Background: an optimization exercise with open tools, aiming at small area and a short achievable clock period. Do not read the settings as production practice. Function was checked by simulation only, so behaviour that the tests miss may differ from the original. Power figures rest on the tool's default switching activity, not on a simulated workload.

--- flow/constraint.sdc ---
create_clock -name core_clock -period 7.0 [get_ports {clk}]
set_input_delay 1.4000 -clock core_clock [delete_from_list [all_inputs] [get_ports {clk}]]
set_output_delay 1.4000 -clock core_clock [all_outputs]
set_load 0.01 [all_outputs]
--- flow/standard.sh ---
#!/bin/bash
# synth_recipe.tcl (not shown) runs the flow's synth.tcl, then flattens the netlist and writes it again
# the make line also repeats each setting of config.mk as NAME=value (left out here)
make -C /OpenROAD-flow-scripts/flow DESIGN_CONFIG=/design/flow/config.mk WORK_HOME=/design/flow/orfs CLKGATE_MAP_FILE= SYNTH_SCRIPT=/design/flow/synth_recipe.tcl "${@:-finish}"
--- flow/design.v ---
module pipe_cpu (
    input  wire        clk,
    input  wire        rst,
    output wire [31:0] imem_addr,
    input  wire [31:0] imem_rdata,
    input  wire        host_rf_we,
    input  wire [4:0]  host_rf_waddr,
    input  wire [31:0] host_rf_wdata,
    output wire        rf_we,
    output wire [4:0]  rf_waddr,
    output wire [31:0] rf_wdata,
    output wire [31:0] dmem_addr,
    output wire        dmem_re,
    output wire        dmem_we,
    output wire [31:0] dmem_wdata,
    input  wire [31:0] dmem_rdata,
    output wire [31:0] pc,
    output wire [31:0] ifid_instr,
    output wire [31:0] idex_instr,
    output wire [31:0] exmem_instr,
    output wire [31:0] memwb_instr
);
    localparam [5:0] OP_RTYPE = 6'h00;
    localparam [5:0] OP_J     = 6'h02;
    localparam [5:0] OP_BEQ   = 6'h04;
    localparam [5:0] OP_LW    = 6'h23;
    localparam [5:0] OP_SW    = 6'h2B;
    reg [31:2] pc_q;                  
    reg [31:0] ifid_q;
    reg [31:0] idex_q;
    reg [31:0] exmem_q;
    reg [31:0] memwb_q;
    reg [31:0] ifid_a,  ifid_b;
    reg        dsA_ex,  dsB_ex;       
    reg [31:0] idex_a, idex_b;
    reg        xA_ex;                 
    reg        xS_ex;                 
    reg        xB_ex, xB_rf, xB_imm;  
    reg        x_sub;                 
    reg [31:0] exmem_alu;
    reg [31:0] exmem_sd;
    reg        exmem_re, exmem_we;
    reg        exmem_wnz;             
    reg [4:0]  exmem_rd;              
    reg        memwb_wnz;             
    reg [4:0]  memwb_rd;
    reg [31:0] memwb_val;
    wire [31:0] host_dec  = {31'd0, host_rf_we} << host_rf_waddr;
    wire [31:0] wb_dec    = {31'd0, memwb_wnz}  << memwb_rd;
    wire [31:1] bank_en   = rst ? host_dec[31:1] : wb_dec[31:1];
    wire [31:0] bank_wd   = rst ? host_rf_wdata : memwb_val;
    wire [32*32-1:0] bank;
    assign bank[31:0] = 32'd0;
    genvar gi;
    generate
        for (gi = 1; gi < 32; gi = gi + 1) begin : row
            reg [31:0] q;
            always @(posedge clk)
                if (bank_en[gi]) q <= bank_wd;
            assign bank[gi*32 +: 32] = q;
        end
    endgenerate
    function automatic [32:0] carry32(input [31:0] a, input [31:0] b, input cin);
        reg [32:0] g, p;
        integer i, d;
        begin
            g = {a & b, cin};
            p = {a | b, 1'b0};
            for (d = 1; d < 33; d = d * 2)
                for (i = 32; i >= d; i = i - 1) begin
                    g[i] = g[i] | (p[i] & g[i-d]);
                    p[i] = p[i] & p[i-d];
                end
            carry32 = g;
        end
    endfunction
    function automatic [29:0] add30p1(input [29:0] a, input [29:0] b);
        reg [30:0] g, p;
        reg [29:0] x;
        integer i, d;
        begin
            x = a ^ b;
            g = {a & b, 1'b1};
            p = {x, 1'b0};
            for (d = 1; d < 31; d = d * 2)
                for (i = 30; i >= d; i = i - 1) begin
                    g[i] = g[i] | (p[i] & g[i-d]);
                    p[i] = p[i] & p[i-d];
                end
            add30p1 = x ^ g[29:0];
        end
    endfunction
    function automatic [29:0] inc30(input [29:0] a);
        reg [29:0] p;
        integer i, d;
        begin
            p = a;
            for (d = 1; d < 30; d = d * 2)
                for (i = 29; i >= d; i = i - 1)
                    p[i] = p[i] & p[i-d];
            inc30 = a ^ {p[28:0], 1'b1};
        end
    endfunction
    function automatic [4:0] dest_of(input [31:0] w);
        dest_of = w[31] ? w[20:16] : w[15:11];
    endfunction
    function automatic writes_of(input [31:0] w);
        writes_of = (w[31:26] == OP_RTYPE) || (w[31:26] == OP_LW);
    endfunction
    wire [4:0] idex_dest  = dest_of(idex_q);
    wire       idex_wr    = writes_of(idex_q);
    wire [31:0] mem_val = exmem_re ? dmem_rdata : exmem_alu;
    wire [4:0] f_rs = imem_rdata[25:21];
    wire [4:0] f_rt = imem_rdata[20:16];
    wire f_exA = idex_wr  && idex_dest  == f_rs && f_rs != 5'd0;
    wire f_exB = idex_wr  && idex_dest  == f_rt && f_rt != 5'd0;
    wire f_mwA = exmem_wnz && exmem_rd == f_rs;
    wire f_mwB = exmem_wnz && exmem_rd == f_rt;
    wire f_wbA = memwb_wnz && memwb_rd == f_rs;
    wire f_wbB = memwb_wnz && memwb_rd == f_rt;
    wire [31:0] f_rsDec = 32'd1 << f_rs;
    wire [31:0] f_rtDec = 32'd1 << f_rt;
    wire [31:0] f_mA0, f_mA1, f_mA2, f_mB0, f_mB1, f_mB2;
    genvar gb, gr;
    generate
        for (gb = 0; gb < 32; gb = gb + 1) begin : rd
            wire [31:1] col;
            for (gr = 1; gr < 32; gr = gr + 1) begin : c
                assign col[gr] = bank[gr*32 + gb];
            end
            pipe_cpu_rd31 ua (.s(f_rsDec[31:1]), .d(col), .m({f_mA2[gb], f_mA1[gb], f_mA0[gb]}));
            pipe_cpu_rd31 ub (.s(f_rtDec[31:1]), .d(col), .m({f_mB2[gb], f_mB1[gb], f_mB0[gb]}));
        end
    endgenerate
    wire        f_bypA = f_mwA | f_wbA;
    wire        f_bypB = f_mwB | f_wbB;
    wire [31:0] f_xA = ~(({32{f_mwA}} & mem_val) | ({32{f_wbA & ~f_mwA}} & memwb_val));
    wire [31:0] f_xB = ~(({32{f_mwB}} & mem_val) | ({32{f_wbB & ~f_mwB}} & memwb_val));
    wire [31:0] f_a, f_b;
    generate
        for (gb = 0; gb < 32; gb = gb + 1) begin : rdo
            wire oa, ob;
            pipe_cpu_a31o  ua (.a(f_mA0[gb]), .b(f_mA1[gb]), .c(f_mA2[gb]), .d(f_bypA), .y(oa));
            pipe_cpu_nand2 na (.a(oa), .b(f_xA[gb]), .y(f_a[gb]));
            pipe_cpu_a31o  ub (.a(f_mB0[gb]), .b(f_mB1[gb]), .c(f_mB2[gb]), .d(f_bypB), .y(ob));
            pipe_cpu_nand2 nb (.a(ob), .b(f_xB[gb]), .y(f_b[gb]));
        end
    endgenerate
    wire [5:0]  id_op = ifid_q[31:26];
    wire [4:0]  id_rs = ifid_q[25:21];
    wire [4:0]  id_rt = ifid_q[20:16];
    wire [5:0]  id_fn = ifid_q[5:0];
    wire id_eqRR, id_eqXR, id_eqRX;
    pipe_cpu_eq32 u_eqRR (.a(ifid_a),    .b(ifid_b),    .y(id_eqRR));
    pipe_cpu_eq32 u_eqXR (.a(exmem_alu), .b(ifid_b),    .y(id_eqXR));
    pipe_cpu_eq32 u_eqRX (.a(ifid_a),    .b(exmem_alu), .y(id_eqRX));
    wire id_equal = dsA_ex ? (dsB_ex | id_eqXR) : (dsB_ex ? id_eqRX : id_eqRR);
    wire [31:2] id_pc4 = inc30(pc_q);
    wire [29:0] id_bimm = {{14{ifid_q[15]}}, ifid_q[15:0]};
    wire [32:0] id_bc;
    pipe_cpu_carry33 u_bcarry (.a({2'b00, pc_q}), .b({2'b00, id_bimm}), .cin(1'b1), .c(id_bc));
    wire [31:2] id_bx  = pc_q ^ id_bimm;
    wire [31:2] id_jmp = {id_pc4[31:28], ifid_q[25:0]};
    wire        id_isJ = (id_op == OP_J);
    wire        id_isB = (id_op == OP_BEQ);
    wire [31:2] id_seq = id_isJ ? id_jmp : id_pc4;
    wire        id_take = id_isB && id_equal && !rst;
    wire [31:2] id_npc;
    genvar gp;
    generate
        for (gp = 2; gp < 32; gp = gp + 1) begin : npc
            wire br, r0, r1, sq;
            assign r0 = id_bx[gp];
            assign r1 = ~id_bx[gp];
            assign sq = ~rst & id_seq[gp];
            pipe_cpu_mux2 ub (.s(id_bc[gp-2]), .a0(r0), .a1(r1), .y(br));
            pipe_cpu_mux2 un (.s(id_take), .a0(sq), .a1(br), .y(id_npc[gp]));
        end
    endgenerate
    wire d_exA = idex_wr && idex_dest == id_rs && id_rs != 5'd0;
    wire d_exB = idex_wr && idex_dest == id_rt && id_rt != 5'd0;
    wire [31:0] d_a = dsA_ex ? mem_val : ifid_a;
    wire [31:0] d_b = dsB_ex ? mem_val : ifid_b;
    wire d_src = (id_op == OP_LW) || (id_op == OP_SW);
    wire d_sub = (id_op == OP_RTYPE) && (id_fn == 6'h22 || id_fn == 6'h2A);
    wire [31:0] ex_imm = {{16{idex_q[15]}}, idex_q[15:0]};
    wire [31:0] ex_a  = xA_ex ? exmem_alu : idex_a;
    wire [31:0] ex_sd = xS_ex ? exmem_alu : idex_b;
    wire [31:0] ex_bn = ({32{xB_ex}} & (exmem_alu ^ {32{x_sub}})) | ({32{xB_rf}} & idex_b) |
                        ({32{xB_imm}} & ex_imm);
    wire [32:0] ex_c;
    pipe_cpu_carry33 u_carry (.a(ex_a), .b(ex_bn), .cin(x_sub), .c(ex_c));
    wire [31:0] ex_x  = ex_a ^ ex_bn;
    wire [5:0] ex_op = idex_q[31:26];
    wire [5:0] ex_fn = idex_q[5:0];
    wire ex_rt   = (ex_op == OP_RTYPE);
    wire ex_mem  = ex_op[5];    
    wire ex_selS = ex_mem || (ex_rt && (ex_fn == 6'h20 || ex_fn == 6'h22));
    wire ex_selA = ex_rt && ex_fn == 6'h24;
    wire ex_selO = ex_rt && ex_fn == 6'h25;
    wire ex_selL = ex_rt && ex_fn == 6'h2A;
    wire [31:0] ex_oth = ({32{ex_selA}} & (ex_a & ex_bn)) |
                         ({32{ex_selO}} & (ex_a | ex_bn));
    wire [31:0] ex_r0  = ({32{ex_selS}} &  ex_x) | ex_oth;    
    wire [31:0] ex_r1  = ({32{ex_selS}} & ~ex_x) | ex_oth;    
    wire [31:0] ex_res0 = ex_c[0] ? ex_r1 : ex_r0;
    wire        ex_b0;
    pipe_cpu_mux2 u_b0 (.s(ex_c[32]), .a0(ex_res0[0] | ex_selL), .a1(ex_res0[0]), .y(ex_b0));
    wire [31:1] ex_rh;
    genvar gm;
    generate
        for (gm = 1; gm < 32; gm = gm + 1) begin : csel
            pipe_cpu_mux2 u (.s(ex_c[gm]), .a0(ex_r0[gm]), .a1(ex_r1[gm]), .y(ex_rh[gm]));
        end
    endgenerate
    wire [31:0] ex_res  = {ex_rh, ex_b0};
    assign dmem_addr  = exmem_alu;
    assign dmem_re    = exmem_re;
    assign dmem_we    = exmem_we;
    assign dmem_wdata = exmem_sd;
    assign rf_we    = memwb_wnz;
    assign rf_waddr = memwb_rd;
    assign rf_wdata = memwb_val;
    assign pc          = {pc_q, 2'b00};
    assign imem_addr   = {pc_q, 2'b00};
    assign ifid_instr  = ifid_q;
    assign idex_instr  = idex_q;
    assign exmem_instr = exmem_q;
    assign memwb_instr = memwb_q;
    always @(posedge clk) begin
        ifid_a    <= f_a;
        ifid_b    <= f_b;
        dsA_ex    <= f_exA;
        dsB_ex    <= f_exB;
        idex_a    <= d_a;
        idex_b    <= d_b ^ {32{d_sub}};
        xA_ex     <= d_exA;
        xS_ex     <= d_exB;
        xB_ex     <= d_exB & ~d_src;
        xB_rf     <= ~d_exB & ~d_src;
        xB_imm    <= d_src;
        x_sub     <= d_sub;
        pc_q      <= id_npc;
        exmem_alu <= ex_res;
        exmem_sd  <= ex_sd;
        memwb_val <= mem_val;
        exmem_rd  <= idex_dest;
        memwb_rd  <= exmem_rd;
    end
    always @(posedge clk) begin
        if (rst) begin
            ifid_q   <= 32'd0;
            idex_q   <= 32'd0;
            exmem_q  <= 32'd0;
            memwb_q  <= 32'd0;
            exmem_re <= 1'b0;
            exmem_we <= 1'b0;
            exmem_wnz <= 1'b0;
            memwb_wnz <= 1'b0;
        end else begin
            ifid_q   <= imem_rdata;
            idex_q   <= ifid_q;
            exmem_q  <= idex_q;
            memwb_q  <= exmem_q;
            exmem_re <= (idex_q[31:26] == OP_LW);
            exmem_we <= (idex_q[31:26] == OP_SW);
            exmem_wnz <= idex_wr && idex_dest != 5'd0;
            memwb_wnz <= exmem_wnz;
        end
    end
endmodule
module pipe_cpu_rd31 (
    input  wire [31:1] s,
    input  wire [31:1] d,
    output wire [2:0]  m       
);
    wire [10:0] n;
    genvar g;
    generate
        for (g = 0; g < 10; g = g + 1) begin : grp
            pipe_cpu_aoi222 u (.a1(s[3*g+1]), .b1(d[3*g+1]), .a2(s[3*g+2]), .b2(d[3*g+2]),
                               .a3(s[3*g+3]), .b3(d[3*g+3]), .y(n[g]));
        end
    endgenerate
    assign n[10] = ~(s[31] & d[31]);
    pipe_cpu_and4 u0 (.a(n[3:0]),  .y(m[0]));
    pipe_cpu_and4 u1 (.a(n[7:4]),  .y(m[1]));
    pipe_cpu_and3 u2 (.a(n[10:8]), .y(m[2]));
endmodule
module pipe_cpu_and3 (
    input  wire [2:0] a,
    output wire       y
);
    assign y = &a;
endmodule
module pipe_cpu_and4 (
    input  wire [3:0] a,
    output wire       y
);
    assign y = &a;
endmodule
module pipe_cpu_aoi222 (
    input  wire a1, b1, a2, b2, a3, b3,
    output wire y
);
    assign y = ~((a1 & b1) | (a2 & b2) | (a3 & b3));
endmodule
module pipe_cpu_carry33 (
    input  wire [31:0] a,
    input  wire [31:0] b,
    input  wire        cin,
    output wire [32:0] c
);
    wire [32:0] gn0, pn0;
    assign gn0[0] = ~cin;
    assign pn0[0] = 1'b1;
    genvar i;
    generate
        for (i = 0; i < 32; i = i + 1) begin : l0
            pipe_cpu_nand2 ug (.a(a[i]), .b(b[i]), .y(gn0[i+1]));
            pipe_cpu_nor2  up (.a(a[i]), .b(b[i]), .y(pn0[i+1]));
        end
        wire [32:0] g1, p1;
        for (i = 0; i < 33; i = i + 1) begin : l1
            if (i >= 1) begin : n
                pipe_cpu_oai21 ug (.a(gn0[i]), .b(pn0[i]), .c(gn0[i-1]), .y(g1[i]));
                pipe_cpu_nor2  up (.a(pn0[i]), .b(pn0[i-1]), .y(p1[i]));
            end else begin : w
                pipe_cpu_inv   ug (.a(gn0[i]), .y(g1[i]));
                assign p1[i] = 1'b0;
            end
        end
        wire [32:0] gn2, pn2;
        for (i = 0; i < 33; i = i + 1) begin : l2
            if (i >= 2) begin : n
                pipe_cpu_aoi21 ug (.a(g1[i]), .b(p1[i]), .c(g1[i-2]), .y(gn2[i]));
                pipe_cpu_nand2 up (.a(p1[i]), .b(p1[i-2]), .y(pn2[i]));
            end else begin : w
                pipe_cpu_inv   ug (.a(g1[i]), .y(gn2[i]));
                assign pn2[i] = 1'b1;
            end
        end
        wire [32:0] g3, p3;
        for (i = 0; i < 33; i = i + 1) begin : l3
            if (i >= 4) begin : n
                pipe_cpu_oai21 ug (.a(gn2[i]), .b(pn2[i]), .c(gn2[i-4]), .y(g3[i]));
                pipe_cpu_nor2  up (.a(pn2[i]), .b(pn2[i-4]), .y(p3[i]));
            end else begin : w
                pipe_cpu_inv   ug (.a(gn2[i]), .y(g3[i]));
                assign p3[i] = 1'b0;
            end
        end
        wire [32:0] gn4, pn4;
        for (i = 0; i < 33; i = i + 1) begin : l4
            if (i >= 8) begin : n
                pipe_cpu_aoi21 ug (.a(g3[i]), .b(p3[i]), .c(g3[i-8]), .y(gn4[i]));
                pipe_cpu_nand2 up (.a(p3[i]), .b(p3[i-8]), .y(pn4[i]));
            end else begin : w
                pipe_cpu_inv   ug (.a(g3[i]), .y(gn4[i]));
                assign pn4[i] = 1'b1;
            end
        end
        wire [32:0] g5, p5;
        for (i = 0; i < 33; i = i + 1) begin : l5
            if (i >= 16) begin : n
                pipe_cpu_oai21 ug (.a(gn4[i]), .b(pn4[i]), .c(gn4[i-16]), .y(g5[i]));
                if (i == 32) begin : pp
                    pipe_cpu_nor2  up (.a(pn4[i]), .b(pn4[i-16]), .y(p5[i]));
                end else begin : np
                    assign p5[i] = 1'b0;
                end
            end else begin : w
                pipe_cpu_inv   ug (.a(gn4[i]), .y(g5[i]));
                assign p5[i] = 1'b0;
            end
        end
        wire cn6;
        pipe_cpu_aoi21 uc (.a(g5[32]), .b(p5[32]), .c(g5[0]), .y(cn6));
        pipe_cpu_inv   uo (.a(cn6), .y(c[32]));
        assign c[31:0] = g5[31:0];
    endgenerate
endmodule
module pipe_cpu_nand2 (input wire a, b, output wire y);
    assign y = ~(a & b);
endmodule
module pipe_cpu_nor2 (input wire a, b, output wire y);
    assign y = ~(a | b);
endmodule
module pipe_cpu_inv (input wire a, output wire y);
    assign y = ~a;
endmodule
module pipe_cpu_aoi21 (input wire a, b, c, output wire y);
    assign y = ~(a | (b & c));
endmodule
module pipe_cpu_oai21 (input wire a, b, c, output wire y);
    assign y = ~(a & (b | c));
endmodule
module pipe_cpu_mux2 (input wire s, a0, a1, output wire y);
    assign y = s ? a1 : a0;
endmodule
module pipe_cpu_eq32 (input wire [31:0] a, input wire [31:0] b, output wire y);
    assign y = (a == b);
endmodule
module pipe_cpu_a31o (input wire a, b, c, d, output wire y);
    assign y = (a & b & c) | d;
endmodule
--- flow/flow/run.sh ---
#!/bin/bash
# Own layout flow: the standard ORFS flow (standard.sh, unchanged synthesis,
# floorplan, power grid and tap cells), with placement/CTS choices changed:
#  - the port buffers are buf_2 cells instead of the default pick (a 10 um2
#    delay buffer); every input and output port still gets its own buffer;
#  - CTS adds no dummy loads and clusters up to 25 flip-flops per leaf buffer.
set -euo pipefail
cd "$(dirname "$0")/.."
export BUFFER_PORTS_ARGS="-buffer_cell sky130_fd_sc_hd__buf_2"
export CTS_ARGS="-sink_clustering_enable -repair_clock_nets -dont_use_dummy_load -sink_clustering_size 25 -sink_clustering_max_diameter 100"
bash standard.sh > flow_make.log 2>&1
--- flow/config.mk ---
export PLATFORM = sky130hd
export DESIGN_NAME = pipe_cpu
export DESIGN_NICKNAME = pipe_cpu
export VERILOG_FILES = /design/flow/design.v
export SDC_FILE = /design/flow/constraint.sdc
export NUM_CORES = 4
export LEC_CHECK = 0
export CAP_MARGIN = 20
export CORE_MARGIN = 2
export CORE_UTILIZATION = 40
export PLACE_DENSITY = 0.5
export SETUP_SLACK_MARGIN = 4.2
export SLEW_MARGIN = 20
export SYNTH_HIERARCHICAL = 1
==> impl_summary.log, run 1 <==
INFO  metric status = no timing/DRC/antenna violations
INFO  metric routedWlPerCell = 36.68 µm
INFO  metric rsz0062_at_grt = yes
INFO  metric antenna_found_initial = 18
INFO  metric critical_path_arrival = 3.49 ns
INFO  metric clock_slew_seen_by_the_registers_of_the_worst_setup_and_hold_paths = 0.10 ns
INFO  metric cts-htree-levels = 3
INFO  metric regToRegSetupSlack = 4.17 ns
INFO  metric vias_per_cell = 6.621
INFO  metric gr-total-overflow = 0
INFO  metric vias = 49900
INFO  metric die_area = between 0.15 and 0.2 mm²
INFO  metric core_region_area = 0.1560 mm²
INFO  metric power_per_cell_area = 234.9 mW/mm²
INFO  metric post-route-drc-count = 0
INFO  metric comb_power_share = ~18%
INFO  metric path_cells = buf_6 -> nand3b_1 -> buf_4 -> nor2_4 -> buf_6 -> a222oi_1 -> and4_4 -> a31o_4 -> nand2_1
INFO  metric detailed_placer_s_ending_hpwl = 179000 µm
INFO  metric drt_iter0_drc = 9368
INFO  metric area_growth = 17.98%
INFO  metric crit_top_cell = buf_6
INFO  metric rows = 145
INFO  metric yosys_warnings = 7
INFO  metric final_antenna_violating_net_count = 0
INFO  metric timing.setup.tns = 0 ns
INFO  metric max-cap-violations = 0
INFO  metric fillers = ~14000
INFO  metric final_layout_size_suffix_gt1_share = 27.46%
INFO  metric synth_area = 0.06279 mm²
INFO  metric postRouteWirelength = 276400 µm
INFO  metric worstMarginPinSlew = just over 1 ns
INFO  metric clk_lat_worst_skew = about 0.76 ns
INFO  metric cts_root_buf = clkbuf_16
INFO  metric worst_clock_skew = 0.1215 ns
INFO  metric layout.cells.most_common_list = edfxtp_1 (992), a222oi_1 (655), nand2_1 (417), buf_2 (374), dfxtp_1 (260)
INFO  metric clock_tree.buffer_depth = 3
INFO  metric drtPass1Iterations = 14
INFO  metric reg_power_share = about 56%
INFO  metric cts.sink_count = 1396
INFO  metric grt_first_pass_wirelength = 372300 µm
INFO  metric layout_commonest_cell = edfxtp_1
INFO  metric finalCriticalPeriod = 2.877 ns
INFO  metric grt_max_degree = 170
INFO  metric power.internal = 0.01223 W
INFO  metric place.port_buffers = 395
INFO  metric die-height = 400.2 µm
INFO  metric hold_class = reg2reg
INFO  metric final_core_utilization = between 40% and 50%
INFO  metric maximum_clock_rate = about 0.35 GHz
INFO  metric avgSynthCellArea = 12.86 µm²
INFO  metric numCtsBuffers = a little over 70
INFO  metric power.static_leakage = 25.75 nW
INFO  metric place.gp.congestion = about 0.94
INFO  metric max-vdd-ir-drop = 0.1956 mV
INFO  metric relSlewSlack = 30.41%
INFO  metric track_usage = 33.16%
INFO  metric power.switching_fraction = between 20 and 30%
INFO  metric hold_violations = 0
INFO  metric power.net_switching = approximately 0.0052 W
INFO  metric setup_viol = 0
INFO  metric final_max_slew_viol_count = 0
INFO  metric cp_data_required_time = 7.61 ns
INFO  metric critPathCaptureType = flop
INFO  metric synthCells = between 4000 and 5000
INFO  metric initial_utilization = 40.24%
INFO  metric highest_delay_cell_along_the_critical_path = a222oi_1
INFO  metric die_w = 400.2 µm
INFO  metric start_kind = input pin
INFO  metric power.share.clock = 25.9%
INFO  metric io_pins = 400
INFO  metric post-route-period-util = 41.10%
INFO  metric cts_tree = yes
INFO  metric timing.setup.critical_path_class = in2reg
INFO  metric first_global_vias = between 40000 and 50000
INFO  metric nNetsFinal = 5638
INFO  metric postCtsHoldBufs = 0
INFO  metric slowest_delay = 0.58 ns
INFO  metric report.power.total = 0.01740 W
INFO  metric critical_path_peak_fanout = 25
[power groups by stage]
stage / Sequential [W] / Combinational (W) / Clock (W)
after detailed placement: 0.00993 / 0.00273 / 0
after floorplan: 0.00972 / 0.00176 / 0
after CTS: 0.00975 / 0.00293 / 0.00456
final: 0.00977 / 0.00313 / 0.00451
after global placement: 0.00994 / 0.00270 / 0
after global routing: 0.00978 / 0.00333 / 0.00481
[metrics by stage]
stage	hold WS, ns	area (µm²)	cells	worst slack (ns)
after global routing	0.4191	74040	7525	4.033
after CTS	0.4025	72780	7471	4.199
after floorplan	0.3734	64070	4887	3.454
after global placement	0.3986	68060	7223	2.395
after detailed placement	0.3933	68270	7232	2.344
final	0.4029	74070	7537	4.123
[layout make-up]
cell class | instances | area, µm² | area share [%]
Antenna cell | 12 | 30.03 | 0.04054
Clock buffer | 71 | 1777 | 2.399
Inverter | 216 | 815.8 | 1.101
Multi-Input combinational cell | 3056 | 24790 | 33.47
Sequential cell | 1396 | 38210 | 51.58
Tap cell | 2058 | 2575 | 3.476
Timing Repair Buffer | 728 | 5877 | 7.934
[routing by layer]
layer,GRT usage [%],up-vias,wire (µm)
met2,53.76,3194,126900
li1,-,20880,-
met1,42.49,25250,104800
met3,7.419,568,29860
met5,0,-,91
met4,14.54,14,14840
[registers in the layout, summed over array words and instances (netlist names), 5 cells and up]
| register | cells |
|---|---|
| idex_a | 32 |
| exmem_sd | 32 |
| idex_b | 32 |
| memwb_rd | 5 |
| ifid_a | 32 |
| idex_q | 32 |
| exmem_rd | 5 |
| exmem_alu | 32 |
| ifid_q | 32 |
| row.q | 992 |
| pc_q | 30 |
| ifid_b | 32 |
| memwb_val | 32 |
| memwb_q | 32 |
| exmem_q | 32 |
[worst paths after layout]
check | depth (start not counted) | end | startpoint
worst max-delay path | 9 | ifid_a[13] | imem_rdata[24]
worst min-delay path | 0 | memwb_rd[1] | exmem_rd[1]
worst max register to register | 12 | exmem_alu[0] | x_sub
worst min register to register | 0 | memwb_rd[1] | exmem_rd[1]
[timing repair]
action                     4_1_cts  5_1_grt
resized for setup              390      187
setup endpoints to repair     1560      518
buffers inserted               151       48
hold endpoints to repair         0        0
cloned                          17        6
pin swaps                       77       87
[critical path, delay by kind of cell]
kind	cells	cell delay, ns
AOI/OAI and AO/OA	2	0.76
and+or+nand+nor	4	0.68
buffers and inverters	3	0.58
==> run 2: changes to the inputs <==
--- a/flow/config.mk
+++ b/flow/config.mk
@@ -10,4 +10,3 @@
 export CORE_UTILIZATION = 40
-export PLACE_DENSITY = 0.5
-export SETUP_SLACK_MARGIN = 4.2
+export SETUP_SLACK_MARGIN = 4.3
 export SLEW_MARGIN = 20
==> impl_summary.log, run 2 <==
INFO  metric status = no timing/DRC/antenna violations
INFO  metric synth_area = 0.06279 mm² (unchanged)
INFO  metric critPathCaptureType = flop
INFO  metric grt_util_met2 = 50.91% (-2.9 points)
INFO  metric timing.setup.critical_path_class = in2reg
INFO  metric clock_tree.buffer_depth = 3 (unchanged)
INFO  metric place.port_buffers = 395 (unchanged)
INFO  metric worstHoldEndpoint = memwb_rd[3]
INFO  metric synthCells = 4884 (unchanged)
INFO  metric worstMarginPinSlew = 1.082 ns (+0.06697 ns)
INFO  metric power_per_cell_area = 231.4 mW/mm² (-1.5%)
INFO  metric regMostFlops = row.q
INFO  metric final_antenna_violating_net_count = 0 (unchanged)
INFO  metric routedWlPerCell = 36.13 µm (-1.5%)
INFO  metric power.switching_fraction = 29.84% (+0.11 points)
INFO  metric globalRoute.busiestLayer = met2
INFO  metric antenna_found_initial = 13 (-5)
INFO  metric critical_path_arrival = 3.48 ns (about the same)
INFO  metric finalCriticalPeriod = 2.895 ns (+0.01843 ns)
INFO  metric setup_viol = 0 (unchanged)
INFO  metric rsz0062_at_grt = yes
INFO  metric cts-htree-levels = 3 (unchanged)
INFO  metric max-vdd-ir-drop = 0.1783 mV (-8.9%)
INFO  metric grt_max_degree = 100 (-41%)
INFO  metric setup_slack = 4.105 ns (-0.01843 ns)
INFO  metric power.internal = 0.01226 W (+0.29%)
INFO  metric largest_register_ff_count = 992 (unchanged)
INFO  metric nNetsFinal = 5736 (+1.7%)
INFO  metric cts_root_buf = clkbuf_16
INFO  metric detailed_placer_s_ending_hpwl = 164300 µm (-8.2%)
INFO  metric avgSynthCellArea = 12.86 µm² (unchanged)
INFO  metric drt_iter0_drc = 10960 (+17%)
INFO  metric seq_area = 0.03842 mm² (+0.54%)
INFO  metric reg_power_share = 55.6% (-0.5 points)
INFO  metric track_usage = 32.70% (-0.47 points)
INFO  metric highest_delay_cell_along_the_critical_path = a222oi_1
INFO  metric fillers = 13600 (-2.8%)
INFO  metric area_growth = 20.31%
INFO  metric placedInstanceArea = 0.06810 mm² (-0.25%)
INFO  metric slowest_delay = 0.47 ns (-0.11 ns)
INFO  metric initial_utilization = 40.24% (unchanged)
INFO  metric final_max_slew_viol_count = 0 (unchanged)
INFO  metric layout.cells.most_common_list = edfxtp_1 (992), a222oi_1 (655), nand2_1 (417), buf_2 (354), buf_4 (279)
INFO  metric postCtsHoldBufs = 0 (unchanged)
INFO  metric comb_power_share = 19.1% (+1.1 points)
INFO  metric number_of_placed_instances_with_taps_included = 7221 (-0.15%)
INFO  metric numCtsBuffers = 69 (-2.8%)
INFO  metric gr-total-overflow = 0 (unchanged)
INFO  metric critical_path_peak_fanout = 7 (-72%)
INFO  metric layout_commonest_cell = edfxtp_1
INFO  metric rows = 145 (unchanged)
INFO  metric max-cap-violations = 0 (unchanged)
INFO  metric path_cells = buf_16 -> or3b_4 -> buf_12 -> nor2_4 -> buf_12 -> a222oi_1 -> and4_4 -> a31o_1 -> nand2_1
INFO  metric worst_clock_skew = 0.1356 ns (+0.01412 ns)
INFO  metric worstReg2RegStart = x_sub
INFO  metric start_kind = input pin
INFO  metric vias_per_cell = 6.787 (+2.5%)
INFO  metric final_core_utilization = 48.42% (+0.94 points)
INFO  metric critical-path-top-delay-family = simple AND/OR/NAND/NOR gates
INFO  metric power.share.clock = 25.3% (-0.6 points)
INFO  metric multi_input_comb_area = 0.02472 mm² (-0.27%)
INFO  metric place.gp.congestion = 0.9592 (+2.1%)
INFO  metric post-place-ws = 2.046 ns (-0.2981 ns)
INFO  metric final_layout_size_suffix_gt1_share = 29.85% (+2.4 points)
INFO  metric hold_class = reg2reg
INFO  metric cell_count_of_the_worst_reg_to_reg_path = 13 (+1)
INFO  metric number_of_cells_traversed_by_the_worst_hold_path = 0 (unchanged)
INFO  metric maximum_clock_rate = 0.3454 GHz (-0.64%)
INFO  metric cp_data_required_time = 7.59 ns (-0.02 ns)
INFO  metric vias = 51860 (+3.9%)
INFO  metric post-route-period-util = 41.36% (+0.26 points)
INFO  metric postRouteWirelength = 276100 µm (-0.13%)
INFO  metric post-route-drc-count = 0 (unchanged)
INFO  metric power.static_leakage = 26.47 nW (+2.8%)
INFO  metric drtPass1Iterations = 14 (unchanged)
INFO  metric die-height = 400.2 µm (unchanged)
INFO  metric hold_violations = 0 (unchanged)
INFO  metric first_global_vias = 48140 (+3.5%)
INFO  metric die_w = 400.2 µm (unchanged)
INFO  metric hold_start = exmem_rd[3]
INFO  metric critical_path.reg2reg.endpoint = exmem_alu[0]
INFO  metric groute.layer.met3.usage = 9.719% (+2.3 points)
INFO  metric final_design_area_no_fill = 0.07554 mm² (+2.0%)
INFO  metric regToRegSetupSlack = 4.19 ns (+0.02 ns)
INFO  metric timing.setup.tns = 0 ns (unchanged)
INFO  metric clock_slew_seen_by_the_registers_of_the_worst_setup_and_hold_paths = 0.10 ns (about the same)
INFO  metric timing.critical_path.buf_inv = 3 (unchanged)
INFO  metric cts_tree = yes
INFO  metric yosys_warnings = 7 (unchanged)
INFO  metric relSlewSlack = 25.82% (-4.6 points)
INFO  metric gr-usage-met1 = 40.04% (-2.4 points)
INFO  metric io_pins = 400 (unchanged)
INFO  metric die_area = 0.1601 mm² (unchanged)
INFO  metric clk_lat_worst_skew = 0.76 ns (about the same)
INFO  metric grt_first_pass_wirelength = 370200 µm (-0.55%)
INFO  metric core_region_area = 0.1560 mm² (unchanged)
INFO  metric crit_top_cell = buf_12
INFO  metric final_cells = 7641 (+1.4%)
INFO  metric cts.sink_count = 1396 (unchanged)
INFO  metric power.net_switching = 0.005215 W (+0.81%)
## run 2: worst max-delay path by stage
stage / start / cells after the start / end / slack (ns)
after detailed placement: rst / 5 / row[2].q[26] / 2.05
after global placement: rst / 5 / row[2].q[26] / 2.12
after CTS: memwb_val[29] / 1 / rf_wdata[29] / 4.24
after floorplan: rst / 5 / row[15].q[0] / 3.45
after global routing: x_sub / 13 / exmem_alu[0] / 4.05
final: imem_rdata[25] / 9 / ifid_a[6] / 4.10
## run 2: area by class of cell
cell class / instances / area share (%)
Sequential cell: 1396 / 50.86
Multi-Input combinational cell: 3054 / 32.73
Timing Repair Buffer: 830 / 9.584
Tap cell: 2058 / 3.409
Clock buffer: 69 / 2.286
Inverter: 216 / 1.080
Antenna cell: 18 / 0.05963
## run 2: timing repair
| item | in CTS | in global routing |
|---|---|---|
| resized for setup | 584 | 209 |
| pin swaps | 90 | 111 |
| hold endpoints to repair | 0 | 0 |
| cloned | 23 | 7 |
| setup buffers | 246 | 57 |
| setup endpoints to repair | 1385 | 383 |
## run 2: layer usage
layer	vias up	routed length, µm
li1	21110	-
met1	25540	94900
met2	4346	123400
met3	849	38180
met4	10	19530
met5	-	67
## run 2: power groups by stage
stage	clock network, W	registers (W)	logic (W)
floorplan	0	0.00972	0.00176
global placement	0	0.00993	0.00263
detailed placement	0	0.00993	0.00266
CTS	0.00441	0.00968	0.00309
global route	0.00467	0.00971	0.00352
finish	0.00443	0.00971	0.00334
## run 2: per-stage QoR
stage	power, W	hold slack [ns]
after floorplan	0.01147	0.3734
after CTS	0.01719	0.4008
after global placement	0.01256	0.3991
after detailed placement	0.01259	0.3885
final	0.01748	0.3937
after global routing	0.01790	0.4149
==> run 3: changes to the inputs <==
--- a/flow/design.v
+++ b/flow/design.v
@@ -120,4 +120,7 @@
     wire f_wbB = memwb_wnz && memwb_rd == f_rt;
-    wire [31:0] f_rsDec = 32'd1 << f_rs;
-    wire [31:0] f_rtDec = 32'd1 << f_rt;
+    wire [31:1] f_rsDecL, f_rsDecH, f_rtDecL, f_rtDecH;
+    pipe_cpu_dec5 u_dAL (.a(f_rs), .y(f_rsDecL));
+    pipe_cpu_dec5 u_dAH (.a(f_rs), .y(f_rsDecH));
+    pipe_cpu_dec5 u_dBL (.a(f_rt), .y(f_rtDecL));
+    pipe_cpu_dec5 u_dBH (.a(f_rt), .y(f_rtDecH));
     wire [31:0] f_mA0, f_mA1, f_mA2, f_mB0, f_mB1, f_mB2;
@@ -130,4 +133,6 @@
             end
-            pipe_cpu_rd31 ua (.s(f_rsDec[31:1]), .d(col), .m({f_mA2[gb], f_mA1[gb], f_mA0[gb]}));
-            pipe_cpu_rd31 ub (.s(f_rtDec[31:1]), .d(col), .m({f_mB2[gb], f_mB1[gb], f_mB0[gb]}));
+            pipe_cpu_rd31 ua (.s(gb < 16 ? f_rsDecL : f_rsDecH), .d(col),
+                              .m({f_mA2[gb], f_mA1[gb], f_mA0[gb]}));
+            pipe_cpu_rd31 ub (.s(gb < 16 ? f_rtDecL : f_rtDecH), .d(col),
+                              .m({f_mB2[gb], f_mB1[gb], f_mB0[gb]}));
         end
@@ -406 +411,5 @@
 endmodule
+module pipe_cpu_dec5 (input wire [4:0] a, output wire [31:1] y);
+    wire [31:0] h = 32'd1 << a;
+    assign y = h[31:1];
+endmodule
--- a/flow/config.mk
+++ b/flow/config.mk
@@ -10,3 +10,3 @@
 export CORE_UTILIZATION = 40
-export SETUP_SLACK_MARGIN = 4.3
+export SETUP_SLACK_MARGIN = 4.2
 export SLEW_MARGIN = 20
==> impl_summary.log, run 3 <==
INFO  metric status = no timing/DRC/antenna violations
INFO  metric synth_area = 0.06299 mm² (+0.33%)
INFO  metric first_global_vias = 46130 (-4.2%)
INFO  metric rows = 145 (unchanged)
INFO  metric worst_clock_skew = 0.08016 ns (-0.05546 ns)
INFO  metric vias_per_cell = 6.739 (-0.72%)
INFO  metric power.switching_fraction = 29.86% (about the same)
INFO  metric rsz0062_at_grt = yes
INFO  metric comb_power_share = 18.6% (-0.5 points)
INFO  metric final_layout_size_suffix_gt1_share = 27.66% (-2.2 points)
INFO  metric regToRegSetupSlack = 4.20 ns (about the same)
INFO  metric drt_iter0_drc = 9911 (-9.5%)
INFO  metric grt_max_degree = 92 (-8.0%)
INFO  metric clock_tree.buffer_depth = 3 (unchanged)
INFO  metric power.internal = 0.01217 W (-0.74%)
INFO  metric synthCells = 4900 (+0.33%)
INFO  metric area_growth = 17.84%
INFO  metric cts-htree-levels = 3 (unchanged)
INFO  metric seq_area = 0.03821 mm² (-0.55%)
INFO  metric clock_slew_seen_by_the_registers_of_the_worst_setup_and_hold_paths = 0.11 ns (about the same)
INFO  metric max-cap-violations = 0 (unchanged)
INFO  metric core_region_area = 0.1564 mm² (+0.23%)
INFO  metric max-vdd-ir-drop = 0.1706 mV (-4.3%)
INFO  metric cell_count_of_the_worst_reg_to_reg_path = 9 (-4)
INFO  metric hold_violations = 0 (unchanged)
INFO  metric layout_commonest_cell = edfxtp_1
INFO  metric report.power.total = 0.01735 W (-0.72%)
INFO  metric track_usage = 30.56% (-2.1 points)
INFO  metric start_kind = input pin
INFO  metric placedInstanceArea = 0.06796 mm² (-0.20%)
INFO  metric initial_utilization = 40.28% (about the same)
INFO  metric routedWlPerCell = 34.80 µm (-3.7%)
INFO  metric place.gp.congestion = 0.9732 (+1.5%)
INFO  metric hold_start = exmem_rd[4]
INFO  metric cp_data_required_time = 7.59 ns (about the same)
INFO  metric avgSynthCellArea = 12.86 µm² (about the same)
INFO  metric die_area = 0.1607 mm² (+0.33%)
INFO  metric critPathCaptureType = flop
INFO  metric antenna_found_initial = 22 (+9)
INFO  metric post-route-drc-count = 0 (unchanged)
INFO  metric relSlewSlack = 16.52% (-9.3 points)
INFO  metric final_antenna_violating_net_count = 0 (unchanged)
INFO  metric cts.sink_count = 1396 (unchanged)
INFO  metric drtPass1Iterations = 13 (-1)
INFO  metric critical_path_arrival = 3.61 ns (+0.13 ns)
INFO  metric power.static_leakage = 25.20 nW (-4.8%)
INFO  metric fillers = 13700 (+0.71%)
INFO  metric number_of_cells_traversed_by_the_worst_hold_path = 0 (unchanged)
INFO  metric power.share.clock = 25.0% (-0.3 points)
INFO  metric timing.critical_path.buf_inv = 2 (-1)
INFO  metric worstMarginPinSlew = 1.252 ns (+0.1705 ns)
INFO  metric cts_tree = yes
INFO  metric finalCriticalPeriod = 3.015 ns (+0.1195 ns)
INFO  metric final_max_slew_viol_count = 0 (unchanged)
INFO  metric io_pins = 400 (unchanged)
INFO  metric path_cells = buf_16 -> or3b_4 -> nor2_4 -> buf_4 -> a222oi_1 -> and4_1 -> a31o_1 -> nand2_1
INFO  metric gr-total-overflow = 0 (unchanged)
INFO  metric slowest_delay = 0.99 ns (+0.52 ns)
INFO  metric largest_register_ff_count = 992 (unchanged)
INFO  metric layout.cells.most_common_list = edfxtp_1 (992), a222oi_1 (655), buf_2 (377), nand2_1 (331), dfxtp_1 (262)
INFO  metric final_design_area_no_fill = 0.07423 mm² (-1.7%)
INFO  metric place.port_buffers = 395 (unchanged)
INFO  metric regMostFlops = row.q
INFO  metric detailed_placer_s_ending_hpwl = 174900 µm (+6.5%)
INFO  metric setup_viol = 0 (unchanged)
INFO  metric post-route-period-util = 43.07% (+1.7 points)
INFO  metric power.net_switching = 0.005180 W (-0.67%)
INFO  metric critical_path.reg2reg.endpoint = pc_q[23]
INFO  metric final_core_utilization = 47.47% (-0.95 points)
INFO  metric timing.setup.tns = 0 ns (unchanged)
INFO  metric reg_power_share = 56.3% (+0.7 points)
INFO  metric die_w = 400.8 µm (+0.16%)
INFO  metric yosys_warnings = 7 (unchanged)
INFO  metric maximum_clock_rate = 0.3317 GHz (-4.0%)
INFO  metric power_per_cell_area = 233.7 mW/mm² (+1.0%)
INFO  metric multi_input_comb_area = 0.02537 mm² (+2.6%)
INFO  metric nNetsFinal = 5598 (-2.4%)
INFO  metric die-height = 400.8 µm (+0.16%)
INFO  metric critical_path_peak_fanout = 8 (+1)
INFO  metric worstReg2RegStart = ifid_b[21]
INFO  metric postCtsHoldBufs = 0 (unchanged)
INFO  metric critical-path-top-delay-family = compound AO/OA/AOI/OAI gates
INFO  metric worstHoldEndpoint = memwb_rd[4]
INFO  metric clk_lat_worst_skew = 0.72 ns (-0.04 ns)
INFO  metric hold_class = reg2reg
INFO  metric postRouteWirelength = 260800 µm (-5.5%)
INFO  metric highest_delay_cell_along_the_critical_path = a222oi_1
INFO  metric timing.setup.critical_path_class = in2reg
INFO  metric cts_root_buf = clkbuf_16
INFO  metric numCtsBuffers = 68 (-1.4%)
INFO  metric grt_first_pass_wirelength = 354400 µm (-4.3%)
INFO  metric vias = 50500 (-2.6%)
-- run 3: per-stage QoR --
stage                     hold slack [ns]  instances  setup WS (ns)
after CTS                          0.3967       7394          4.122
after global routing               0.4063       7486          4.083
after floorplan                    0.3734       4903          3.528
after global placement             0.3932       7179          2.664
final                              0.3941       7494          3.985
after detailed placement           0.3900       7182          2.602
-- run 3: routing by layer --
layer	GRT usage, %	wire (µm)	share of wire (%)
met2	47.52	115600	44
met1	39.21	94460	36
met4	14.28	15440	5.9
met5	0	100	0.038
met3	8.953	35170	13
-- run 3: timing repair --
action                                   CTS  global route
buffers inserted                         135            81
pin swaps                                 72           107
endpoints found under the hold margin      0             0
gates resized for setup                  390           177
endpoints found under the setup margin  1249           125
gates cloned                               9            10
-- run 3: cell type report --
cell class | instances | area share, %
timing repair buffer | 681 | 7.464
antenna | 9 | 0.03034
inverter | 216 | 1.092
clock buffer | 68 | 2.292
sequential | 1396 | 51.47
multi-input combinational | 3066 | 34.18
tap | 2058 | 3.469
-- run 3: power groups by stage --
stage               registers, W  logic [W]  clock network (W)
finish                   0.00977    0.00324            0.00434
detailed placement       0.00993    0.00274                  0
global route             0.00978    0.00340            0.00462
floorplan                0.00971    0.00177                  0
CTS                      0.00975    0.00292            0.00437
global placement         0.00994    0.00271                  0
-- run 3: worst max-delay path by stage --
stage | start | end | slack (ns) | cells past startpoint
after floorplan | rst | row[25].q[0] | 3.53 | 4
after global placement | imem_rdata[18] | ifid_b[12] | 2.66 | 9
after detailed placement | rst | row[13].q[26] | 2.60 | 4
after CTS | idex_q[31] | exmem_alu[6] | 4.12 | 6
after global routing | imem_rdata[20] | ifid_b[4] | 4.08 | 7
final | imem_rdata[20] | ifid_b[7] | 3.99 | 8
-- run 3: worst reg2reg max path, cell delays in order (launching register included) --
cell	delay, ns
dfxtp_2	0.51
xor2_1	0.17
nor4_4	0.51
nand4_1	0.15
nor2_1	0.12
mux2i_1	0.13
o21ai_4	0.30
and3_4	0.25
buf_12	0.17
mux2_4	0.34
==> run 4: changes to the inputs <==
--- a/flow/design.v
+++ b/flow/design.v
@@ -120,7 +120,4 @@
     wire f_wbB = memwb_wnz && memwb_rd == f_rt;
-    wire [31:1] f_rsDecL, f_rsDecH, f_rtDecL, f_rtDecH;
-    pipe_cpu_dec5 u_dAL (.a(f_rs), .y(f_rsDecL));
-    pipe_cpu_dec5 u_dAH (.a(f_rs), .y(f_rsDecH));
-    pipe_cpu_dec5 u_dBL (.a(f_rt), .y(f_rtDecL));
-    pipe_cpu_dec5 u_dBH (.a(f_rt), .y(f_rtDecH));
+    wire [31:0] f_rsDec = 32'd1 << f_rs;
+    wire [31:0] f_rtDec = 32'd1 << f_rt;
     wire [31:0] f_mA0, f_mA1, f_mA2, f_mB0, f_mB1, f_mB2;
@@ -133,10 +130,8 @@
             end
-            pipe_cpu_rd31 ua (.s(gb < 16 ? f_rsDecL : f_rsDecH), .d(col),
-                              .m({f_mA2[gb], f_mA1[gb], f_mA0[gb]}));
-            pipe_cpu_rd31 ub (.s(gb < 16 ? f_rtDecL : f_rtDecH), .d(col),
-                              .m({f_mB2[gb], f_mB1[gb], f_mB0[gb]}));
+            pipe_cpu_rd31 ua (.s(f_rsDec[31:1]), .d(col), .m({f_mA2[gb], f_mA1[gb], f_mA0[gb]}));
+            pipe_cpu_rd31 ub (.s(f_rtDec[31:1]), .d(col), .m({f_mB2[gb], f_mB1[gb], f_mB0[gb]}));
         end
     endgenerate
-    wire        f_bypA = f_mwA | f_wbA;
-    wire        f_bypB = f_mwB | f_wbB;
+    wire        f_nbA = ~(f_mwA | f_wbA);
+    wire        f_nbB = ~(f_mwB | f_wbB);
     wire [31:0] f_xA = ~(({32{f_mwA}} & mem_val) | ({32{f_wbA & ~f_mwA}} & memwb_val));
@@ -147,5 +142,5 @@
             wire oa, ob;
-            pipe_cpu_a31o  ua (.a(f_mA0[gb]), .b(f_mA1[gb]), .c(f_mA2[gb]), .d(f_bypA), .y(oa));
+            pipe_cpu_o31ai ua (.a(f_mA0[gb]), .b(f_mA1[gb]), .c(f_mA2[gb]), .d(f_nbA), .y(oa));
             pipe_cpu_nand2 na (.a(oa), .b(f_xA[gb]), .y(f_a[gb]));
-            pipe_cpu_a31o  ub (.a(f_mB0[gb]), .b(f_mB1[gb]), .c(f_mB2[gb]), .d(f_bypB), .y(ob));
+            pipe_cpu_o31ai ub (.a(f_mB0[gb]), .b(f_mB1[gb]), .c(f_mB2[gb]), .d(f_nbB), .y(ob));
             pipe_cpu_nand2 nb (.a(ob), .b(f_xB[gb]), .y(f_b[gb]));
@@ -290,7 +285,7 @@
     assign n[10] = ~(s[31] & d[31]);
-    pipe_cpu_and4 u0 (.a(n[3:0]),  .y(m[0]));
-    pipe_cpu_and4 u1 (.a(n[7:4]),  .y(m[1]));
-    pipe_cpu_and3 u2 (.a(n[10:8]), .y(m[2]));
+    pipe_cpu_nand4 u0 (.a(n[3:0]),  .y(m[0]));
+    pipe_cpu_nand4 u1 (.a(n[7:4]),  .y(m[1]));
+    pipe_cpu_nand3 u2 (.a(n[10:8]), .y(m[2]));
 endmodule
-module pipe_cpu_and3 (
+module pipe_cpu_nand3 (
     input  wire [2:0] a,
@@ -298,5 +293,5 @@
 );
-    assign y = &a;
+    assign y = ~(&a);
 endmodule
-module pipe_cpu_and4 (
+module pipe_cpu_nand4 (
     input  wire [3:0] a,
@@ -304,3 +299,3 @@
 );
-    assign y = &a;
+    assign y = ~(&a);
 endmodule
@@ -408,8 +403,4 @@
 endmodule
-module pipe_cpu_a31o (input wire a, b, c, d, output wire y);
-    assign y = (a & b & c) | d;
-endmodule
-module pipe_cpu_dec5 (input wire [4:0] a, output wire [31:1] y);
-    wire [31:0] h = 32'd1 << a;
-    assign y = h[31:1];
+module pipe_cpu_o31ai (input wire a, b, c, d, output wire y);
+    assign y = ~((a | b | c) & d);
 endmodule
==> impl_summary.log, run 4 <==
INFO  metric first_global_vias = 48380 (+4.9%)
INFO  metric nNetsFinal = 5615 (+0.30%)
INFO  metric number_of_placed_instances_with_taps_included = 7231 (+0.68%)
INFO  metric finalCriticalPeriod = 2.903 ns (-0.1116 ns)
INFO  metric layout_commonest_cell = edfxtp_1
INFO  metric cts_tree = yes
INFO  metric place.gp.congestion = 0.9285 (-4.6%)
INFO  metric post-route-period-util = 41.48% (-1.6 points)
INFO  metric antenna_found_initial = 12 (-45%)
INFO  metric critical_path_peak_fanout = 13 (+5)
INFO  metric final_cells = 7513 (+0.25%)
INFO  metric postCtsHoldBufs = 0 (unchanged)
INFO  metric max-vdd-ir-drop = 0.1972 mV (+16%)
INFO  metric grt_max_degree = 78 (-15%)
INFO  metric relSlewSlack = 25.49% (+9.0 points)
INFO  metric timing.setup.tns = 0 ns (unchanged)
INFO  metric final_antenna_violating_net_count = 0 (unchanged)
INFO  metric synth_area = 0.06262 mm² (-0.60%)
INFO  metric highest_delay_cell_along_the_critical_path = o31ai_4
INFO  metric vias = 51980 (+2.9%)
INFO  metric avgSynthCellArea = 12.82 µm² (-0.31%)
INFO  metric hold_class = reg2reg
INFO  metric die_area = 0.1597 mm² (-0.59%)
INFO  metric start_kind = input pin
INFO  metric drt_iter0_drc = 11690 (+18%)
INFO  metric cts_root_buf = clkbuf_16
INFO  metric postRouteWirelength = 280300 µm (+7.5%)
INFO  metric final_core_utilization = 47.05% (-0.41 points)
INFO  metric power_per_cell_area = 234.8 mW/mm² (+0.48%)
INFO  metric synthCells = 4886 (-0.29%)
INFO  metric post-route-drc-count = 0 (unchanged)
INFO  metric critPathCaptureType = flop
INFO  metric worstMarginPinSlew = 1.087 ns (-0.1658 ns)
INFO  metric rsz0062_at_grt = yes
INFO  metric cts-htree-levels = 3 (unchanged)
INFO  metric place.port_buffers = 395 (unchanged)
INFO  metric fillers = 13810 (+0.81%)
INFO  metric initial_utilization = 40.18% (-0.10 points)
INFO  metric worst_clock_skew = 0.08068 ns (+0.0005171 ns)
INFO  metric critical_path_arrival = 3.47 ns (-0.14 ns)
INFO  metric io_pins = 400 (unchanged)
INFO  metric path_cells = buf_16 -> or3b_4 -> nor2_4 -> buf_8 -> a222oi_1 -> nand4_1 -> o31ai_4 -> nand2_1
INFO  metric status = no timing/DRC/antenna violations
INFO  metric maximum_clock_rate = 0.3444 GHz (+3.8%)
INFO  metric power.static_leakage = 26.25 nW (+4.2%)
INFO  metric layout.cells.most_common_list = edfxtp_1 (992), a222oi_1 (655), nand2_1 (419), buf_2 (378), dfxtp_1 (250)
INFO  metric clk_lat_worst_skew = 0.74 ns (+0.02 ns)
INFO  metric final_design_area_no_fill = 0.07333 mm² (-1.2%)
INFO  metric placedInstanceArea = 0.06791 mm² (about the same)
INFO  metric clock_slew_seen_by_the_registers_of_the_worst_setup_and_hold_paths = 0.10 ns (about the same)
INFO  metric final_max_slew_viol_count = 0 (unchanged)
INFO  metric clock_tree.buffer_depth = 3 (unchanged)
INFO  metric numCtsBuffers = 69 (+1.5%)
INFO  metric final_layout_size_suffix_gt1_share = 27.70% (+0.042 points)
INFO  metric core_region_area = 0.1558 mm² (-0.35%)
INFO  metric track_usage = 33.49% (+2.9 points)
INFO  metric regMostFlops = row.q
INFO  metric detailed_placer_s_ending_hpwl = 175200 µm (+0.16%)
INFO  metric slowest_delay = 0.45 ns (-0.54 ns)
INFO  metric grt_first_pass_wirelength = 377600 µm (+6.6%)
INFO  metric routedWlPerCell = 37.31 µm (+7.2%)
INFO  metric vias_per_cell = 6.918 (+2.7%)
INFO  metric cp_data_required_time = 7.57 ns (-0.02 ns)
INFO  metric die_w = 399.7 µm (-0.30%)
INFO  metric gr-total-overflow = 0 (unchanged)
INFO  metric largest_register_ff_count = 992 (unchanged)
INFO  metric area_growth = 17.11%
INFO  metric hold_violations = 0 (unchanged)
INFO  metric timing.setup.critical_path_class = in2reg
INFO  metric die-height = 399.7 µm (-0.30%)
INFO  metric cts.sink_count = 1396 (unchanged)
INFO  metric rows = 145 (unchanged)
INFO  metric yosys_warnings = 7 (unchanged)
INFO  metric max-cap-violations = 0 (unchanged)
INFO  metric report.power.total = 0.01722 W (-0.75%)
INFO  metric setup_viol = 0 (unchanged)
INFO  metric drtPass1Iterations = 14 (+1)
-- run 4: worst paths after layout --
kind | start | endpoint | slack, ns | depth (start not counted)
worst max register to register | ifid_b[28] | pc_q[28] | 4.20 | 10
worst min-delay path | exmem_rd[0] | memwb_rd[0] | 0.40 | 0
worst max-delay path | imem_rdata[24] | ifid_a[30] | 4.10 | 8
worst min register to register | exmem_rd[0] | memwb_rd[0] | 0.40 | 0
-- run 4: final cells by class --
cell class / count / area (µm²) / area share [%]
clock buffers: 69 / 1727 / 2.355
inverters: 216 / 810.8 / 1.106
repair buffers: 716 / 5614 / 7.656
well taps: 2058 / 2575 / 3.512
multi-input cells: 3047 / 24340 / 33.19
flip-flops and latches: 1396 / 38230 / 52.14
diodes: 11 / 27.53 / 0.03754
-- run 4: power by group --
part,switching (W),internal (W)
sequential,0.000538,0.00928
clock,0.00262,0.00177
combinational,0.00194,0.00107
total,0.00510,0.0121
-- run 4: timing repair --
action,CTS,global route
buffers inserted,136,50
resized for setup,365,190
cloned,8,8
endpoints found under the setup margin,1434,145
hold endpoints to repair,0,0
pin swaps,80,115
-- run 4: metal layers --
| metal | GRT usage (%) | routed length, µm | part of all wire, % | vias up |
|---|---|---|---|---|
| li1 | - | - | - | 20810 |
| met1 | 40.71 | 95380 | 34 | 25380 |
| met2 | 50.31 | 119600 | 43 | 4658 |
| met3 | 10.84 | 41550 | 15 | 1115 |
| met4 | 23.22 | 23500 | 8.4 | 12 |
| met5 | 0.8172 | 243 | 0.087 | - |
-- run 4: critical path: cells and delay by family --
kind	cells	cell delay (ns)
and+or+nand+nor	4	0.88
AOI/OAI and AO/OA	2	0.83
buffers and inverters	2	0.32
-- run 4: stage by stage --
step | setup WS, ns | hold WS [ns]
2_1_floorplan | 3.452 | 0.3734
3_3_place_gp | 2.513 | 0.3831
3_5_place_dp | 2.428 | 0.3866
4_1_cts | 4.072 | 0.3983
5_1_grt | 4.111 | 0.4109
6_report | 4.097 | 0.3988
==> run 5: changes to the inputs <==
--- a/flow/design.v
+++ b/flow/design.v
@@ -120,5 +120,8 @@
     wire f_wbB = memwb_wnz && memwb_rd == f_rt;
-    wire [31:0] f_rsDec = 32'd1 << f_rs;
-    wire [31:0] f_rtDec = 32'd1 << f_rt;
-    wire [31:0] f_mA0, f_mA1, f_mA2, f_mB0, f_mB1, f_mB2;
+    wire [31:0] f_kill  = ({31'd0, exmem_wnz} << exmem_rd) | ({31'd0, memwb_wnz} << memwb_rd);
+    wire [31:0] f_rsDec = (32'd1 << f_rs) & ~f_kill;
+    wire [31:0] f_rtDec = (32'd1 << f_rt) & ~f_kill;
+    wire [33:1] f_selA  = {f_mwA, f_wbA & ~f_mwA, f_rsDec[31:1]};
+    wire [33:1] f_selB  = {f_mwB, f_wbB & ~f_mwB, f_rtDec[31:1]};
+    wire [31:0] f_a, f_b;
     genvar gb, gr;
@@ -126,3 +129,3 @@
         for (gb = 0; gb < 32; gb = gb + 1) begin : rd
-            wire [31:1] col;
+            wire [33:1] col;
             for (gr = 1; gr < 32; gr = gr + 1) begin : c
@@ -130,18 +133,6 @@
             end
-            pipe_cpu_rd31 ua (.s(f_rsDec[31:1]), .d(col), .m({f_mA2[gb], f_mA1[gb], f_mA0[gb]}));
-            pipe_cpu_rd31 ub (.s(f_rtDec[31:1]), .d(col), .m({f_mB2[gb], f_mB1[gb], f_mB0[gb]}));
-        end
-    endgenerate
-    wire        f_nbA = ~(f_mwA | f_wbA);
-    wire        f_nbB = ~(f_mwB | f_wbB);
-    wire [31:0] f_xA = ~(({32{f_mwA}} & mem_val) | ({32{f_wbA & ~f_mwA}} & memwb_val));
-    wire [31:0] f_xB = ~(({32{f_mwB}} & mem_val) | ({32{f_wbB & ~f_mwB}} & memwb_val));
-    wire [31:0] f_a, f_b;
-    generate
-        for (gb = 0; gb < 32; gb = gb + 1) begin : rdo
-            wire oa, ob;
-            pipe_cpu_o31ai ua (.a(f_mA0[gb]), .b(f_mA1[gb]), .c(f_mA2[gb]), .d(f_nbA), .y(oa));
-            pipe_cpu_nand2 na (.a(oa), .b(f_xA[gb]), .y(f_a[gb]));
-            pipe_cpu_o31ai ub (.a(f_mB0[gb]), .b(f_mB1[gb]), .c(f_mB2[gb]), .d(f_nbB), .y(ob));
-            pipe_cpu_nand2 nb (.a(ob), .b(f_xB[gb]), .y(f_b[gb]));
+            assign col[32] = memwb_val[gb];
+            assign col[33] = mem_val[gb];
+            pipe_cpu_rd33 ua (.s(f_selA), .d(col), .y(f_a[gb]));
+            pipe_cpu_rd33 ub (.s(f_selB), .d(col), .y(f_b[gb]));
         end
@@ -271,6 +262,6 @@
 endmodule
-module pipe_cpu_rd31 (
-    input  wire [31:1] s,
-    input  wire [31:1] d,
-    output wire [2:0]  m       
+module pipe_cpu_rd33 (
+    input  wire [33:1] s,
+    input  wire [33:1] d,
+    output wire        y
 );
@@ -279,3 +270,3 @@
     generate
-        for (g = 0; g < 10; g = g + 1) begin : grp
+        for (g = 0; g < 11; g = g + 1) begin : grp
             pipe_cpu_aoi222 u (.a1(s[3*g+1]), .b1(d[3*g+1]), .a2(s[3*g+2]), .b2(d[3*g+2]),
@@ -284,8 +275,9 @@
     endgenerate
-    assign n[10] = ~(s[31] & d[31]);
-    pipe_cpu_nand4 u0 (.a(n[3:0]),  .y(m[0]));
-    pipe_cpu_nand4 u1 (.a(n[7:4]),  .y(m[1]));
-    pipe_cpu_nand3 u2 (.a(n[10:8]), .y(m[2]));
+    wire [2:0] m;
+    pipe_cpu_and4 u0 (.a(n[3:0]),  .y(m[0]));
+    pipe_cpu_and4 u1 (.a(n[7:4]),  .y(m[1]));
+    pipe_cpu_and3 u2 (.a(n[10:8]), .y(m[2]));
+    assign y = ~(&m);
 endmodule
-module pipe_cpu_nand3 (
+module pipe_cpu_and3 (
     input  wire [2:0] a,
@@ -293,5 +285,5 @@
 );
-    assign y = ~(&a);
+    assign y = &a;
 endmodule
-module pipe_cpu_nand4 (
+module pipe_cpu_and4 (
     input  wire [3:0] a,
@@ -299,3 +291,3 @@
 );
-    assign y = ~(&a);
+    assign y = &a;
 endmodule
@@ -403,4 +395 @@
 endmodule
-module pipe_cpu_o31ai (input wire a, b, c, d, output wire y);
-    assign y = ~((a | b | c) & d);
-endmodule
==> impl_summary.log, run 5 <==
INFO  metric synthCells = 4769 (-2.4%)
INFO  metric max-cap-violations = 0 (unchanged)
INFO  metric timing.setup.critical_path_class = in2reg
INFO  metric hold-worst-slack = 0.4447 ns (+0.04595 ns)
INFO  metric clk_lat_worst_skew = 0.75 ns (about the same)
INFO  metric postCtsHoldBufs = 0 (unchanged)
INFO  metric die_w = 399.0 µm (-0.17%)
INFO  metric routedWlPerCell = 36.12 µm (-3.2%)
INFO  metric worstReg2RegStart = memwb_rd[1]
INFO  metric core_region_area = 0.1546 mm² (-0.81%)
INFO  metric power.internal = 0.01204 W (-0.71%)
INFO  metric final_layout_size_suffix_gt1_share = 27.06% (-0.64 points)
INFO  metric fillers = 13690 (-0.88%)
INFO  metric status = no timing/DRC/antenna violations
INFO  metric detailed_placer_s_ending_hpwl = 164000 µm (-6.4%)
INFO  metric setup_viol = 0 (unchanged)
INFO  metric cts-htree-levels = 3 (unchanged)
INFO  metric power.net_switching = 0.004989 W (-2.2%)
INFO  metric clock_tree.buffer_depth = 3 (unchanged)
INFO  metric grt_max_degree = 74 (-5.1%)
INFO  metric power.static_leakage = 24.80 nW (-5.5%)
INFO  metric maximum_clock_rate = 0.3506 GHz (+1.8%)
INFO  metric numCtsBuffers = 70 (+1.4%)
INFO  metric final_antenna_violating_net_count = 0 (unchanged)
INFO  metric comb_power_share = 16.4% (-1.1 points)
INFO  metric post-route-drc-count = 0 (unchanged)
INFO  metric yosys_warnings = 7 (unchanged)
INFO  metric power_per_cell_area = 234.8 mW/mm² (about the same)
INFO  metric rows = 144 (-0.69%)
INFO  metric power.share.clock = 26.0% (+0.5 points)
INFO  metric critical_path_arrival = 3.46 ns (about the same)
INFO  metric regToRegSetupSlack = 4.21 ns (about the same)
INFO  metric worst_setup_path_startpoint = imem_rdata[23]
INFO  metric first_global_vias = 46980 (-2.9%)
INFO  metric regMostFlops = row.q
INFO  metric drtPass1Iterations = 13 (-1)
INFO  metric start_kind = input pin
INFO  metric timing.setup.tns = 0 ns (unchanged)
INFO  metric gr-total-overflow = 0 (unchanged)
INFO  metric initial_utilization = 40.37% (+0.19 points)
INFO  metric hold_class = reg2reg
INFO  metric place.gp.congestion = 0.9389 (+1.1%)
INFO  metric rsz0062_at_grt = yes
INFO  metric drt_iter0_drc = 10660 (-8.8%)
INFO  metric critical_path.reg2reg.endpoint = ifid_b[6]
INFO  metric area_growth = 16.19%
INFO  metric antenna_found_initial = 16 (+4)
INFO  metric largest_register_ff_count = 992 (unchanged)
INFO  metric reg_power_share = 57.6% (+0.6 points)
INFO  metric finalCriticalPeriod = 2.853 ns (-0.05065 ns)
INFO  metric layout.cells.most_common_list = edfxtp_1 (992), a222oi_1 (719), buf_2 (377), nand2_1 (291), dfxtp_1 (246)
INFO  metric layout_commonest_cell = edfxtp_1
INFO  metric critical_path_peak_fanout = 32 (+19)
INFO  metric cell_count_of_the_worst_reg_to_reg_path = 9 (-1)
INFO  metric avgSynthCellArea = 13.09 µm² (+2.1%)
INFO  metric die-height = 399.0 µm (-0.17%)
INFO  metric worstMarginPinSlew = 1.245 ns (+0.1583 ns)
INFO  metric cts.sink_count = 1396 (unchanged)
INFO  metric io_pins = 400 (unchanged)
INFO  metric final_max_slew_viol_count = 0 (unchanged)
INFO  metric path_cells = buf_2 -> xnor2_2 -> and3_4 -> nor2_4 -> buf_8 -> a222oi_1 -> and3_1 -> nand3_1
INFO  metric cts_tree = yes
INFO  metric power.switching_fraction = 29.30% (-0.30 points)
INFO  metric postRouteWirelength = 263400 µm (-6.0%)
INFO  metric hold_violations = 0 (unchanged)
INFO  metric place.port_buffers = 395 (unchanged)
INFO  metric critical_path.endpoint = ifid_a[17]
INFO  metric vias_per_cell = 6.871 (-0.67%)
INFO  metric synth_area = 0.06240 mm² (-0.34%)
INFO  metric critPathCaptureType = flop
INFO  metric post-route-period-util = 40.75% (-0.72 points)
INFO  metric final_core_utilization = 46.90% (-0.15 points)
INFO  metric nNetsFinal = 5414 (-3.6%)
INFO  metric cts_root_buf = clkbuf_16
INFO  metric track_usage = 31.60% (-1.9 points)
INFO  metric die_area = 0.1592 mm² (-0.33%)
INFO  metric cp_data_required_time = 7.61 ns (+0.04 ns)
INFO  metric slowest_delay = 0.50 ns (+0.05 ns)
INFO  metric relSlewSlack = 14.64% (-11 points)
INFO  metric grt_first_pass_wirelength = 357400 µm (-5.3%)
INFO  metric max-vdd-ir-drop = 0.1696 mV (-14%)
INFO  metric worst_clock_skew = 0.1056 ns (+0.02491 ns)
INFO  metric highest_delay_cell_along_the_critical_path = xnor2_2
INFO  metric clock_slew_seen_by_the_registers_of_the_worst_setup_and_hold_paths = 0.10 ns (about the same)
INFO  metric vias = 50110 (-3.6%)
[run 5: worst min path at each step]
stage / start / end / slack (ns) / cells after the start
2_1_floorplan: exmem_rd[2] / memwb_rd[2] / 0.33 / 0
3_3_place_gp: idex_q[22] / exmem_q[22] / 0.44 / 1
3_5_place_dp: exmem_rd[1] / memwb_rd[1] / 0.45 / 0
4_1_cts: exmem_rd[3] / memwb_rd[3] / 0.44 / 0
5_1_grt: exmem_rd[4] / memwb_rd[4] / 0.45 / 0
6_report: exmem_rd[4] / memwb_rd[4] / 0.44 / 0
[run 5: repair_timing]
item                        CTS  global route
pin swaps                    30            42
cloned                        7             4
setup endpoints to repair  1318           411
setup buffers                70            29
resized for setup           420           158
[run 5: metal layers]
layer  wire length, µm  share of wire [%]  GRT usage (%)
met4             19980                7.6          20.88
met2            113200                 43          47.35
met3             37810                 14          9.851
met5               242              0.092              0
met1             92220                 35          39.31
[run 5: layout make-up]
type                            count  area (µm²)  share of cell area (%)
Antenna cell                        5       12.51                 0.01726
Clock buffer                       70        1752                   2.416
Inverter                          214       803.3                   1.108
Multi-Input combinational cell   2941       24710                   34.08
Sequential cell                  1396       38260                   52.77
Tap cell                         2044        2557                   3.527
Timing Repair Buffer              622        4405                   6.076
[run 5: power groups by stage]
stage                     Combinational, W  Sequential (W)  Clock [W]
after CTS                          0.00263         0.00976    0.00444
after global placement             0.00249         0.00994          0
after global routing               0.00296         0.00980    0.00470
after detailed placement           0.00253         0.00994          0
final                              0.00280         0.00980    0.00443
after floorplan                    0.00168         0.00970          0
[run 5: worst max-delay path, delay by kind of cell]
family	cells	cell delay, ns
AND/OR/NAND/NOR	4	0.82
buffers and inverters	2	0.38
AO/OA/AOI/OAI	1	0.29
XOR/XNOR	1	0.50
[run 5: per-stage QoR]
stage	power, W	cells	instance area [µm²]	setup slack, ns
4_1_cts	0.01683	7254	71640	4.190
6_report	0.01703	7292	72510	4.147
3_5_place_dp	0.01247	7107	67900	2.419
2_1_floorplan	0.01138	4772	63830	3.478
3_3_place_gp	0.01243	7105	67880	2.446
5_1_grt	0.01746	7290	72500	4.149

==> what the ideal ports hide <==
The results above use ideal ports. As a check the final layouts listed here were re-extracted and re-timed, cells and wires unchanged. Step 1 (the two cells are an assumption about what drives the block):
set clk [get_ports {clk}]
set_driving_cell -lib_cell sky130_fd_sc_hd__clkbuf_16 $clk
set_driving_cell -lib_cell sky130_fd_sc_hd__buf_2 [delete_from_list [all_inputs] $clk]
Step 2, shift: input delay + t, output delay - t, t = (earliest + latest rising clock arrival at the registers) / 2. This alone moves slack from input paths to output paths. Slacks: no drivers / after step 1 / after step 2; pairs: no drivers / after step 1.
| run | shift t [ns] | slack for setup (ns) | clock arrival spread, ns | worst register clock-pin slew, ns |
|---|---|---|---|---|
| run 1 | 0.786 | 4.123 / 4.041 / 3.255 | 0.129 / 0.129 | 0.11 / 0.11 |
| run 2 | 0.774 | 4.105 / 4.044 / 3.269 | 0.148 / 0.147 | 0.11 / 0.11 |
| run 3 | 0.774 | 3.985 / 3.811 / 3.037 | 0.092 / 0.092 | 0.11 / 0.11 |
| run 4 | 0.784 | 4.097 / 3.956 / 3.172 | 0.089 / 0.089 | 0.11 / 0.11 |
| run 5 | 0.782 | 4.147 / 4.122 / 3.342 | 0.106 / 0.106 | 0.11 / 0.11 |
After both steps every run listed still meets setup and hold. For run 3, which loses most, drivers alone change the setup slack by -0.174 ns; drivers and shift together by -0.948 ns.
